Source: an optimization exercise on an open RTL-to-GDS flow (aim: small area). Production flows keep margins and buffers that such runs may drop.
Where RTL was checked, it was by simulation tests only, not by an equivalence proof against the original.
The flow treats the clock pin as an ideal source, which a real chip does not have.

==> run a: inputs <==
==> flow/design.v (excerpt) <==
module dxl2_rx (
  input  wire        clk,
  input  wire        rst,         
  input  wire        in_valid,
  input  wire [7:0]  in_byte,
  output wire        p_valid,     
  output wire [7:0]  p_data,
  output wire        f_valid,     
  output wire [2:0]  f_err,       
  output wire [7:0]  f_id,
  output wire [7:0]  f_inst,
  output wire [15:0] f_len,
  output wire [15:0] f_crc,       
  output wire        f_crc_ok     
);
==> module dxl2_rx, before the edit <==
module dxl2_rx (
  input  wire        clk,
  input  wire        rst,         
  input  wire        in_valid,
  input  wire [7:0]  in_byte,
  output wire        p_valid,     
  output wire [7:0]  p_data,
  output wire        f_valid,     
  output wire [2:0]  f_err,       
  output wire [7:0]  f_id,
  output wire [7:0]  f_inst,
  output wire [15:0] f_len,
  output wire [15:0] f_crc,       
  output wire        f_crc_ok     
);
  localparam [3:0] S_IDLE = 4'd0;
  localparam [3:0] S_FF1  = 4'd1;
  localparam [3:0] S_FF2  = 4'd2;
  localparam [3:0] S_H3   = 4'd3;    
  localparam [3:0] S_H4   = 4'd4;    
  localparam [3:0] S_H5   = 4'd5;    
  localparam [3:0] S_H6   = 4'd6;    
  localparam [3:0] S_H7   = 4'd7;    
  localparam [3:0] S_CRCH = 4'd8;    
  localparam [3:0] S_BW0  = 4'd12;
  localparam [3:0] S_BW1  = 4'd13;
  localparam [3:0] S_BW2  = 4'd14;
  localparam [3:0] S_BP   = 4'd15;
  localparam [15:0] CRC_HDR = 16'h0C0E;
  reg  [7:0]  b;           
  reg         v;           
  reg  [3:0]  st;
  reg         esc;         
  reg  [15:0] crc;         
  reg  [15:0] rem;         
  reg  [15:0] len_r;
  reg  [7:0]  id_r;
  reg  [7:0]  inst_r;
  wire [7:0]  idx;
  wire [15:0] crc_next;
  dxl2_crc_table u_crc (.crc(crc), .b(b), .idx(idx), .nxt(crc_next));
  wire b_ff   = (b == 8'hFF);
  wire b_fd   = (b == 8'hFD);
  wire b_00   = (b == 8'h00);
  wire body   = (st[3:2] == 2'b11);
  wire in_len = (st == S_H7) || body;           
  wire rem_hi0 = (rem[15:2] == 14'd0);
  wire rem2   = rem_hi0 && (rem[1:0] == 2'd2);
  wire len01  = (b == 8'h00) && (len_r[7:1] == 7'd0);   
  wire len0   = len01 && !len_r[0];
  wire last   = ((st == S_H6) && len0) || (st == S_CRCH);
  wire crc_l  = in_len && rem2;                 
  wire param  = body && !rem2 && !((st == S_BP) && b_fd);
  assign p_valid = v && param;
  assign p_data  = b;
  assign f_valid = v && last;
  wire short  = (len_r[15:2] == 14'd0) && !(len_r[1] && len_r[0]);
  wire id_bad = (id_r[7:2] == 6'h3F) && id_r[0];
  wire crc_ok = (idx == 8'h00) && (crc[7:0] == rem[15:8]);
  assign f_err    = short  ? 3'd1 :
                    id_bad ? 3'd4 :
                    !crc_ok ? 3'd5 :
                    esc    ? 3'd6 : 3'd0;
  assign f_id     = id_r;
  assign f_inst   = inst_r;
  assign f_len    = len_r;
  assign f_crc    = {b, rem[15:8]};
  assign f_crc_ok = crc_ok;
  reg [3:0] st_n;
  always @(*) begin
    case (st)
      S_IDLE: st_n = b_ff ? S_FF1 : S_IDLE;
      S_FF1:  st_n = b_ff ? S_FF2 : S_IDLE;
      S_FF2:  st_n = b_fd ? S_H3 : b_ff ? S_FF1 : S_IDLE;
      S_H3:   st_n = b_00 ? S_H4 : b_ff ? S_FF1 : S_IDLE;
      S_H4:   st_n = S_H5;
      S_H5:   st_n = S_H6;
      S_H6:   st_n = len01 ? (len_r[0] ? S_CRCH : S_IDLE) : S_H7;
      S_H7:   st_n = rem2 ? S_CRCH : (b_ff ? S_BW1 : S_BW0);
      S_BW0:  st_n = rem2 ? S_CRCH : (b_ff ? S_BW1 : S_BW0);
      S_BW1:  st_n = rem2 ? S_CRCH : (b_ff ? S_BW2 : S_BW0);
      S_BW2:  st_n = rem2 ? S_CRCH : (b_fd ? S_BP : b_ff ? S_BW2 : S_BW0);
      S_BP:   st_n = rem2 ? S_CRCH : (b_ff ? S_BW1 : S_BW0);
      default: st_n = S_IDLE;
    endcase
  end
  always @(posedge clk) begin
    b <= in_byte;
    v <= in_valid && !rst;
    if (v && (st == S_H6 || crc_l))
      rem <= {b, len_r[7:0]};
    else
      rem <= rem - {15'd0, v};
    if (rst) begin
      st <= S_IDLE;
    end else if (v) begin
      st <= st_n;
      if (st == S_H7)
        esc <= 1'b0;
      else if (st == S_BP && (rem2 || !b_fd))
        esc <= 1'b1;
      if (st[3:2] == 2'b00 && st != S_H3)
        crc <= CRC_HDR;
      else if (!crc_l)
        crc <= crc_next;
      if (st == S_H4)
        id_r <= b;
      if (st == S_H5)
        len_r[7:0] <= b;
      if (st == S_H5 || st == S_H6)
        len_r[15:8] <= b;
      if (st == S_H7)
        inst_r <= b;
    end
  end
endmodule
==> flow/config.mk <==
export PLATFORM = sky130hd
export DESIGN_NAME = dxl2_rx
export DESIGN_NICKNAME = dxl2_rx
export VERILOG_FILES = /design/flow/design.v
export SDC_FILE = /design/flow/constraint.sdc
export NUM_CORES = 4
export LEC_CHECK = 0
export CAP_MARGIN = 20
export CORE_MARGIN = 2
export CORE_UTILIZATION = 40
export SLEW_MARGIN = 20
==> flow/constraint.sdc <==
create_clock -name core_clock -period 7.0 [get_ports {clk}]
set_input_delay 1.4000 -clock core_clock [delete_from_list [all_inputs] [get_ports {clk}]]
set_output_delay 1.4000 -clock core_clock [all_outputs]
set_load 0.01 [all_outputs]
standard.sh (not shown) runs the stock make flow with config.mk's settings and CLKGATE_MAP_FILE= SYNTH_SCRIPT=/design/flow/synth_recipe.tcl, a recipe that flattens the netlist after the stock synthesis.
==> flow/flow/run.sh <==
#!/bin/bash
set -euo pipefail
here=$PWD
rm -rf "$here/scripts_abc"
cp -r "$FLOW_HOME/scripts" "$here/scripts_abc"
cp "$here/flow/abc_map.script" "$here/scripts_abc/abc_speed.script"
bash standard.sh SCRIPTS_DIR="$here/scripts_abc" synth > "$here/synth_make.log" 2>&1
bash standard.sh BUFFER_PORTS_ARGS="-buffer_cell sky130_fd_sc_hd__buf_1" \
  CTS_ARGS="-dont_use_dummy_load -sink_clustering_enable -root_buf sky130_fd_sc_hd__clkbuf_8 -buf_list sky130_fd_sc_hd__clkbuf_2 -sink_clustering_size 6" \
  finish > "$here/layout_make.log" 2>&1
==> flow/flow/abc_map.script <==
&get -n
&st
&syn2
&dch -f
&nf -R 1000 -p
&put
==> inputs of run b, as changes to run a <==
--- a/flow/design.v
+++ b/flow/design.v
@@ -70,6 +70,6 @@
   wire rem_hi0 = (rem[15:2] == 14'd0);
+  wire rem1   = rem_hi0 && (rem[1:0] == 2'd1);
   wire rem2   = rem_hi0 && (rem[1:0] == 2'd2);
-  wire len01  = (b == 8'h00) && (len_r[7:1] == 7'd0);   
-  wire len0   = len01 && !len_r[0];
-  wire last   = ((st == S_H6) && len0) || (st == S_CRCH);
+  wire len0   = (b == 8'h00) && (len_r[7:0] == 8'h00);
+  wire last   = ((st == S_H6) && len0) || (in_len && rem1) || (st == S_CRCH);
   wire crc_l  = in_len && rem2;                 
@@ -100,4 +100,4 @@
       S_H5:   st_n = S_H6;
-      S_H6:   st_n = len01 ? (len_r[0] ? S_CRCH : S_IDLE) : S_H7;
-      S_H7:   st_n = rem2 ? S_CRCH : (b_ff ? S_BW1 : S_BW0);
+      S_H6:   st_n = len0 ? S_IDLE : S_H7;
+      S_H7:   st_n = rem1 ? S_IDLE : rem2 ? S_CRCH : (b_ff ? S_BW1 : S_BW0);
       S_BW0:  st_n = rem2 ? S_CRCH : (b_ff ? S_BW1 : S_BW0);
@@ -112,6 +112,2 @@
     v <= in_valid && !rst;
-    if (v && (st == S_H6 || crc_l))
-      rem <= {b, len_r[7:0]};
-    else
-      rem <= rem - {15'd0, v};
     if (rst) begin
@@ -128,2 +124,6 @@
         crc <= crc_next;
+      if (st == S_H6 || crc_l)
+        rem <= {b, len_r[7:0]};
+      else
+        rem <= rem - 16'd1;
       if (st == S_H4)
==> flow/flow/run.sh (replaced) <==
#!/bin/bash
# Standard ORFS layout with two changes:
#  - synthesis maps the logic with flow/abc_map.script (area-oriented ABC mapping)
#    in place of ORFS's abc_speed.script; everything else in synthesis is ORFS's,
#    run through the standard.sh and synth_recipe.tcl;
#  - the port buffers are the smallest buffer cell (buf_1).
set -euo pipefail
here=$PWD
rm -rf "$here/scripts_abc"
cp -r "$FLOW_HOME/scripts" "$here/scripts_abc"
cp "$here/flow/abc_map.script" "$here/scripts_abc/abc_speed.script"
bash standard.sh SCRIPTS_DIR="$here/scripts_abc" synth > "$here/synth_make.log" 2>&1
bash standard.sh BUFFER_PORTS_ARGS="-buffer_cell sky130_fd_sc_hd__buf_1" finish > "$here/layout_make.log" 2>&1
==> inputs of run c, as changes to run a <==
--- a/flow/design.v
+++ b/flow/design.v
@@ -67,3 +67,3 @@
   wire b_00   = (b == 8'h00);
-  wire body   = (st[3:2] == 2'b11);
+  wire body   = (st == S_BW0 || st == S_BW1 || st == S_BW2 || st == S_BP);
   wire in_len = (st == S_H7) || body;           
@@ -124,3 +124,3 @@
         esc <= 1'b1;
-      if (st[3:2] == 2'b00 && st != S_H3)
+      if (st == S_IDLE || st == S_FF1 || st == S_FF2)
         crc <= CRC_HDR;
==> flow/flow/run.sh (replaced) <==
#!/bin/bash
# Standard ORFS layout (the standard.sh) with these changes:
#  - synthesis maps the logic with flow/abc_map.script (ABC: two rounds of
#    deepsyn, then area-oriented &nf mapping) in place of ORFS's
#    abc_speed.script, and leaves adders to ABC (ADDER_MAP_FILE empty); the
#    rest of synthesis is synth_recipe.tcl as standard.sh runs it, so the
#    registers are the standard synthesis's;
#  - the port buffers are the smallest buffer cell (buf_1);
#  - the clock tree: CTS builds root -> leaf buffers from clkbuf_4 without
#    dummy loads, then flow/clk_rebal.tcl shares the flip-flops out evenly
#    among the leaves and upsizes a leaf whose estimated clock slew is over
#    CLK_SLEW_MAX ns.
# Each make run writes its full output to its own log file here; the ORFS
# tools' logs are under orfs/logs/.
set -euo pipefail
here=$PWD
rm -rf "$here/scripts_abc"
cp -r "$FLOW_HOME/scripts" "$here/scripts_abc"
cp "$here/flow/abc_map.script" "$here/scripts_abc/abc_speed.script"
bash standard.sh SCRIPTS_DIR="$here/scripts_abc" ADDER_MAP_FILE= synth > "$here/synth_make.log" 2>&1
bash standard.sh BUFFER_PORTS_ARGS="-buffer_cell sky130_fd_sc_hd__buf_1" \
  CTS_ARGS="-sink_clustering_enable -dont_use_dummy_load -root_buf sky130_fd_sc_hd__clkbuf_4 -buf_list sky130_fd_sc_hd__clkbuf_4" \
  POST_CTS_TCL="$here/flow/clk_rebal.tcl" \
  CLK_LEAF_BUF=sky130_fd_sc_hd__clkbuf_4 CLK_ROOT_BUF=sky130_fd_sc_hd__clkbuf_4 CLK_BIG_BUF=sky130_fd_sc_hd__clkbuf_8 CLK_SLEW_MAX=0.110 \
  finish > "$here/layout_make.log" 2>&1
==> flow/flow/abc_map.script (replaced) <==
&get -n
&st
&deepsyn -T 20
&dch -f
&nf -R 1000 -p
&put
strash
&get -n
&st
&deepsyn -T 20
&dch -f
&nf -R 1000 -p
&put
==> flow/flow/clk_rebal.tcl (new file) <==
# POST_CTS_TCL hook: keep the clock tree CTS made (root buffer -> leaf
# buffers), but share the flip-flops out among the leaves evenly: the sinks
# are split by recursive bisection of their positions (x, then y, ...) into
# as many groups as there are leaves, each leaf buffer moves to the centroid
# of its group, and all clock buffers become $::env(CLK_LEAF_BUF).
set block [ord::get_db_block]
set pnet [$block findNet clk]
proc net_loads {net} {
  set r {}
  foreach it [$net getITerms] { if {[$it isInputSignal]} { lappend r $it } }
  return $r
}
proc out_net {inst} {
  foreach it [$inst getITerms] { if {[$it isOutputSignal]} { return [$it getNet] } }
  return NULL
}
proc it_x {it} { return [lindex [[$it getInst] getLocation] 0] }
proc it_y {it} { return [lindex [[$it getInst] getLocation] 1] }
proc bisect {items n axis} {
  if {$n <= 1} { return [list $items] }
  set key [expr {$axis == 0 ? "it_x" : "it_y"}]
  set s [lsort -command [list apply {{k a b} {expr {[$k $a] - [$k $b]}}} $key] $items]
  set n1 [expr {$n / 2}]
  set h [expr {([llength $s] * $n1) / $n}]
  return [concat [bisect [lrange $s 0 [expr {$h - 1}]] $n1 [expr {1 - $axis}]] \
                 [bisect [lrange $s $h end] [expr {$n - $n1}] [expr {1 - $axis}]]]
}
set roots [net_loads $pnet]
if {[llength $roots] != 1} { error "clk_rebal: expected one root buffer, got [llength $roots]" }
set root [[lindex $roots 0] getInst]
set rnet [out_net $root]
set leaves {}
set sinks {}
foreach it [net_loads $rnet] {
  set inst [$it getInst]
  if {![string match "sky130_fd_sc_hd__clkbuf_*" [[$inst getMaster] getName]]} {
    error "clk_rebal: root drives [$inst getName]"
  }
  lappend leaves $inst
  foreach s [net_loads [out_net $inst]] { lappend sinks $s }
}
set master [[ord::get_db] findMaster $::env(CLK_LEAF_BUF)]
set groups [bisect $sinks [llength $leaves] 0]
set i 0
foreach g $groups {
  set buf [lindex $leaves $i]
  set bnet [out_net $buf]
  set sx 0; set sy 0
  foreach it $g {
    $it disconnect
    $it connect $bnet
    incr sx [it_x $it]; incr sy [it_y $it]
  }
  set n [llength $g]
  $buf swapMaster $master
  $buf setLocation [expr {$sx / $n}] [expr {$sy / $n}]
  puts "clk_rebal: [$buf getName] drives $n sinks"
  incr i
}
$root swapMaster [[ord::get_db] findMaster $::env(CLK_ROOT_BUF)]
detailed_placement
estimate_parasitics -placement
# a leaf whose flip-flops see a clock slew over CLK_SLEW_MAX (ns, estimated
# from placement) is upsized to CLK_BIG_BUF
set big [[ord::get_db] findMaster $::env(CLK_BIG_BUF)]
set n_up 0
foreach buf $leaves {
  set worst 0.0
  foreach it [net_loads [out_net $buf]] {
    set s [get_property [get_pins [$it getName]] slew_max]
    if {$s > $worst} { set worst $s }
  }
  if {$worst > $::env(CLK_SLEW_MAX)} {
    $buf swapMaster $big
    incr n_up
    puts "clk_rebal: [$buf getName] upsized, slew was $worst"
  }
}
if {$n_up > 0} {
  detailed_placement
  estimate_parasitics -placement
}
CORE_UTILIZATION = 70   (was 40)
==> impl_results.md <==
* Status: complete, no violations
* Number of synthesized flops with an enable pin at 49
* WP depth at 9
* Worst-path clk slew at 0.07 ns
* Most Frequent Cell on Critical Path: nor4_1
* M3 GR Usage at 3.47%
The numbers above come from run a.

==> impl_results.md <==
* Status: complete, no violations
* Most numerous cell in the Yosys netlist: edfxtp_1
* Number of synthesized flops with an enable pin at 49
* CLK BUF at 9
* Highest Signal Layer: met4
* M3 GR Usage at 8.84%
The numbers above come from run c.

==> impl_results.md <==
* Number of synthesized flops with an enable pin at 65
* M3 GR Usage at 5.55%
* Cells after Synth at 305
* Worst-path clk slew at 0.10 ns
* Status: complete, no violations
* WP depth at 9
* Most Frequent Cell on Critical Path: nor4_1
The numbers above come from run b.

The RTL of run a was laid out without a check of its function.

port drivers added, routing unchanged:
The results above use ideal ports. As a check the final layouts listed here were re-extracted and re-timed, cells and wires unchanged.
Step 1: set_driving_cell puts a clkbuf_16 on clk and a buf_2 on each other input, an assumption about the parent block.
Step 2, shift: input delay + t, output delay - t, t = (earliest + latest rising clock arrival at the registers) / 2. This alone moves slack from input paths to output paths.
a / b / c = ideal / step 1 / step 2; a / b = the first two.
run	t (ns)	setup slack, ns	hold slack, ns	clock arrival spread, ns	cell pins on the clock port's net
run a	0.364	2.544 / 2.512 / 2.876	0.499 / 0.499 / 0.499	0.020 / 0.020	1
run b	0.388	2.754 / 2.721 / 3.109	0.599 / 0.599 / 0.599	0.013 / 0.013	1
run c	0.433	2.979 / 2.952 / 3.385	0.512 / 0.512 / 0.512	0.028 / 0.029	1
After both steps setup and hold are still met in every run listed.
